Context: an optimization exercise on an open-source flow, tuned for small area. The choices shown serve that exercise and are no tape-out recipe. RTL that was checked went through simulation tests only; none was proved equivalent to the original. Power figures rest on the tool's default switching activity, not on a simulated workload.

Setup of old:
// solar16_core
module solar16_core (
    input  wire        clk,
    input  wire        rst,           
    input  wire [16:0] prog_len,      
    output wire        imem_req,
    output wire [15:0] imem_addr,
    input  wire        imem_ack,
    input  wire [31:0] imem_rdata,
    output wire        dmem_req,
    output wire        dmem_we,
    output wire [15:0] dmem_addr,
    output wire [7:0]  dmem_wdata,
    input  wire        dmem_ack,
    input  wire [7:0]  dmem_rdata,
    output wire        in_req,
    input  wire        in_ack,
    input  wire        in_eof,
    input  wire [20:0] in_char,
    output wire        out_valid,
    output wire [7:0]  out_data,
    output wire [1:0]  run_state,     
    output wire [2:0]  fault_cause,
    output wire [16:0] fault_pc,
    output wire [7:0]  fault_opcode,
    output wire [7:0]  fault_operand,
    output wire [16:0] pc_out,
    output wire        z_out,
    input  wire [3:0]  dbg_sel,
    output wire [15:0] dbg_reg
);
For scale: ~1,400 cells after synthesis, ~14,000 um^2 of cells after synthesis.
export LEC_CHECK = 0
export CAP_MARGIN = 20
export CORE_MARGIN = 2
export CORE_UTILIZATION = 40
export CTS_CLUSTER_DIAMETER = 110
export CTS_CLUSTER_SIZE = 24
export PLACE_DENSITY = 0.6
export SLEW_MARGIN = 20
create_clock -name core_clock -period 10.0 [get_ports {clk}]
standard.sh (not shown) runs the stock make flow with config.mk's settings and CLKGATE_MAP_FILE= SYNTH_SCRIPT=/design/flow/synth_recipe.tcl, a recipe that flattens the netlist after the stock synthesis.
==> flow/flow/run.sh <==
#!/bin/bash
# Standard layout, with the port buffers made of the smallest buffer cell and
# non-critical cells downsized again after global routing.
set -euo pipefail
bash standard.sh 'BUFFER_PORTS_ARGS=-buffer_cell sky130_fd_sc_hd__buf_1' 'RECOVER_POWER=100' finish > flow_make.log 2>&1
In old the implementation completed, yet the final layout does not meet the checks, the culprit being capacitance limit, slew limit.
[inputs] new vs old
# old
export LEC_CHECK = 0
export CAP_MARGIN = 20
export CORE_MARGIN = 2
export CORE_UTILIZATION = 40
export CTS_CLUSTER_DIAMETER = 110
export CTS_CLUSTER_SIZE = 24
export PLACE_DENSITY = 0.6
export SLEW_MARGIN = 20
create_clock -name core_clock -period 10.0 [get_ports {clk}]
# new
export LEC_CHECK = 0
export CAP_MARGIN = 20
export CORE_MARGIN = 2
export CORE_UTILIZATION = 55
export CTS_CLUSTER_DIAMETER = 110
export CTS_CLUSTER_SIZE = 24
export PLACE_DENSITY = 0.7
export SLEW_MARGIN = 20
create_clock -name core_clock -period 10.0 [get_ports {clk}]
==> flow/flow/run.sh <==
#!/bin/bash
# Standard layout, with the port buffers made of the smallest buffer cell.
set -euo pipefail
bash standard.sh 'BUFFER_PORTS_ARGS=-buffer_cell sky130_fd_sc_hd__buf_1' finish > flow_make.log 2>&1
Notes after the runs:
The flow did not stop early for new: all stages ran, and the layout cleared the timing, DRC and antenna checks.
Looking only at depth of the critical timing path with buffers and inverters included, and setting everything else aside, the higher value of new and old goes to new.
Against old as the reference, new delivers a lower clock network latency to the later pin of the worst-skew pair.
new vs old — area of the die dropped by more than a quarter
Diff old..new | fmax | negligible
old ended up with sky130_fd_sc_hd__or3b_1 as its standard cell with the maximum stage delay on the critical path; new ended up with sky130_fd_sc_hd__fa_1.
Period utilization of new is on par with old.
old -> new: number of antenna-violating nets in the routed design delta 0, exact match
NOTE: total global routing track utilization in new exceeds that of old
On routed wire length, the higher figure sits with old, not new.

solar16_core, a different RTL version from the one above (not shown whole).
Size in the first run: roughly 1500 cells after synthesis, ~320 flip-flops, ~210 I/O pins, ~15000 um^2 of cells after synthesis.
==> flow/config.mk <==
export PLATFORM = sky130hd
export DESIGN_NAME = solar16_core
export DESIGN_NICKNAME = solar16_core
export VERILOG_FILES = /design/flow/design.v
export SDC_FILE = /design/flow/constraint.sdc
export NUM_CORES = 4
export LEC_CHECK = 0
export CAP_MARGIN = 20
export CORE_MARGIN = 2
export CORE_UTILIZATION = 40
export CTS_CLUSTER_DIAMETER = 100
export CTS_CLUSTER_SIZE = 20
export GPL_TIMING_DRIVEN = 0
export PLACE_DENSITY = 0.6
export SLEW_MARGIN = 20
==> flow/constraint.sdc <==
create_clock -name core_clock -period 10.0 [get_ports {clk}]
set_input_delay 2.0000 -clock core_clock [delete_from_list [all_inputs] [get_ports {clk}]]
set_output_delay 2.0000 -clock core_clock [all_outputs]
set_load 0.01 [all_outputs]
==> flow/flow/run.sh <==
#!/bin/bash
# Standard layout, with the port buffers made of the smallest buffer cell.
set -euo pipefail
bash standard.sh 'BUFFER_PORTS_ARGS=-buffer_cell sky130_fd_sc_hd__buf_1' finish > flow_make.log 2>&1
The starting point produced a clean layout.
Change:
--- a/flow/config.mk
+++ b/flow/config.mk
@@ -10,5 +10,4 @@
 export CORE_UTILIZATION = 40
-export CTS_CLUSTER_DIAMETER = 100
-export CTS_CLUSTER_SIZE = 20
-export GPL_TIMING_DRIVEN = 0
+export CTS_CLUSTER_DIAMETER = 120
+export CTS_CLUSTER_SIZE = 28
 export PLACE_DENSITY = 0.6
Hold slack improves by 19 ps.
Critical path depth decreases by 4.
Sequential power stays flat.
Maximum frequency goes up by 0.87%.
No functional check of the RTL was part of any run of this note.

run 1:
solar16_core, a different RTL version from the one above (not shown whole).
Size in the first run: ~320 flip-flops.
Settings: LEC_CHECK=0, CAP_MARGIN=20, CORE_MARGIN=2, CORE_UTILIZATION=55, CTS_CLUSTER_DIAMETER=110, CTS_CLUSTER_SIZE=24, PLACE_DENSITY=0.7, SLEW_MARGIN=20; clock period 10.0 ns.
==> flow/flow/run.sh <==
#!/bin/bash
# Standard layout, with the port buffers made of the smallest buffer cell and
# the resizer kept to small signal buffers.
set -euo pipefail
T=$PWD/flow/small_bufs.tcl
bash standard.sh 'BUFFER_PORTS_ARGS=-buffer_cell sky130_fd_sc_hd__buf_1' \
  "PRE_FLOORPLAN_TCL=$T" "PRE_GLOBAL_PLACE_TCL=$T" "PRE_RESIZE_TCL=$T" \
  "PRE_REPAIR_TIMING_POST_PLACE_TCL=$T" "PRE_GLOBAL_ROUTE_TCL=$T" finish > flow_make.log 2>&1
==> flow/flow/small_bufs.tcl <==
# Keep the resizer's buffers small: signal buffers up to drive strength 2.
set_dont_use {sky130_fd_sc_hd__buf_4 sky130_fd_sc_hd__buf_6 sky130_fd_sc_hd__buf_8 sky130_fd_sc_hd__buf_12 sky130_fd_sc_hd__buf_16 sky130_fd_sc_hd__bufbuf_8 sky130_fd_sc_hd__bufbuf_16}
### run 1 -> run 2
# run 1
export LEC_CHECK = 0
export CAP_MARGIN = 20
export CORE_MARGIN = 2
export CORE_UTILIZATION = 55
export CTS_CLUSTER_DIAMETER = 110
export CTS_CLUSTER_SIZE = 24
export PLACE_DENSITY = 0.7
export SLEW_MARGIN = 20
create_clock -name core_clock -period 10.0 [get_ports {clk}]
# run 2
export LEC_CHECK = 0
export CAP_MARGIN = 20
export CORE_MARGIN = 2
export CORE_UTILIZATION = 55
export CTS_BUF_LIST = sky130_fd_sc_hd__clkbuf_8
export CTS_CLUSTER_DIAMETER = 80
export CTS_CLUSTER_SIZE = 14
export PLACE_DENSITY = 0.7
export SLEW_MARGIN = 20
create_clock -name core_clock -period 10.0 [get_ports {clk}]
Findings:
Across both runs, worst slew margin relative to its limit was higher for run 2 than for run 1.
Going from run 1 to run 2, the clock-buffer cell count was found to have gone up by 22%.
Cell area after layout across run 1 and run 2: no real change.
No run of this note included a check of the RTL's function; only the layout flow was run.

==> what the ideal ports hide <==
No port has a modelled driver above. Below, the same layouts with a new extraction and two added sets of constraints. Step 1 sets driving cells, clkbuf_16 on the clock port and buf_2 on the other inputs (assumed; they add their load-dependent delay and slew). Step 2, shift: input delay + t, output delay - t, t = (earliest + latest rising clock arrival at the registers) / 2. This alone moves slack from input paths to output paths. a / b / c = ideal ports / drivers / drivers and shift; a / b = the first two.
run	shift t [ns]	slack for setup (ns)	worst hold slack (ns)	worst setup path at the end	worst register clock-pin slew, ns
old	0.557	0.425 / 0.425 / 0.425	0.340 / 0.340 / 0.340	register to register	0.10 / 0.10
new	0.537	0.415 / 0.415 / 0.415	0.336 / 0.336 / 0.336	register to register	0.10 / 0.10
the first run of note 2	0.595	0.369 / 0.369 / 0.369	0.330 / 0.330 / 0.330	register to register	0.09 / 0.09
the second run of note 2	0.556	0.453 / 0.453 / 0.453	0.349 / 0.349 / 0.349	register to register	0.11 / 0.11
run 1	0.557	0.367 / 0.367 / 0.367	0.345 / 0.345 / 0.345	register to register	0.10 / 0.10
run 2	0.635	0.367 / 0.367 / 0.367	0.336 / 0.336 / 0.336	register to register	0.11 / 0.11
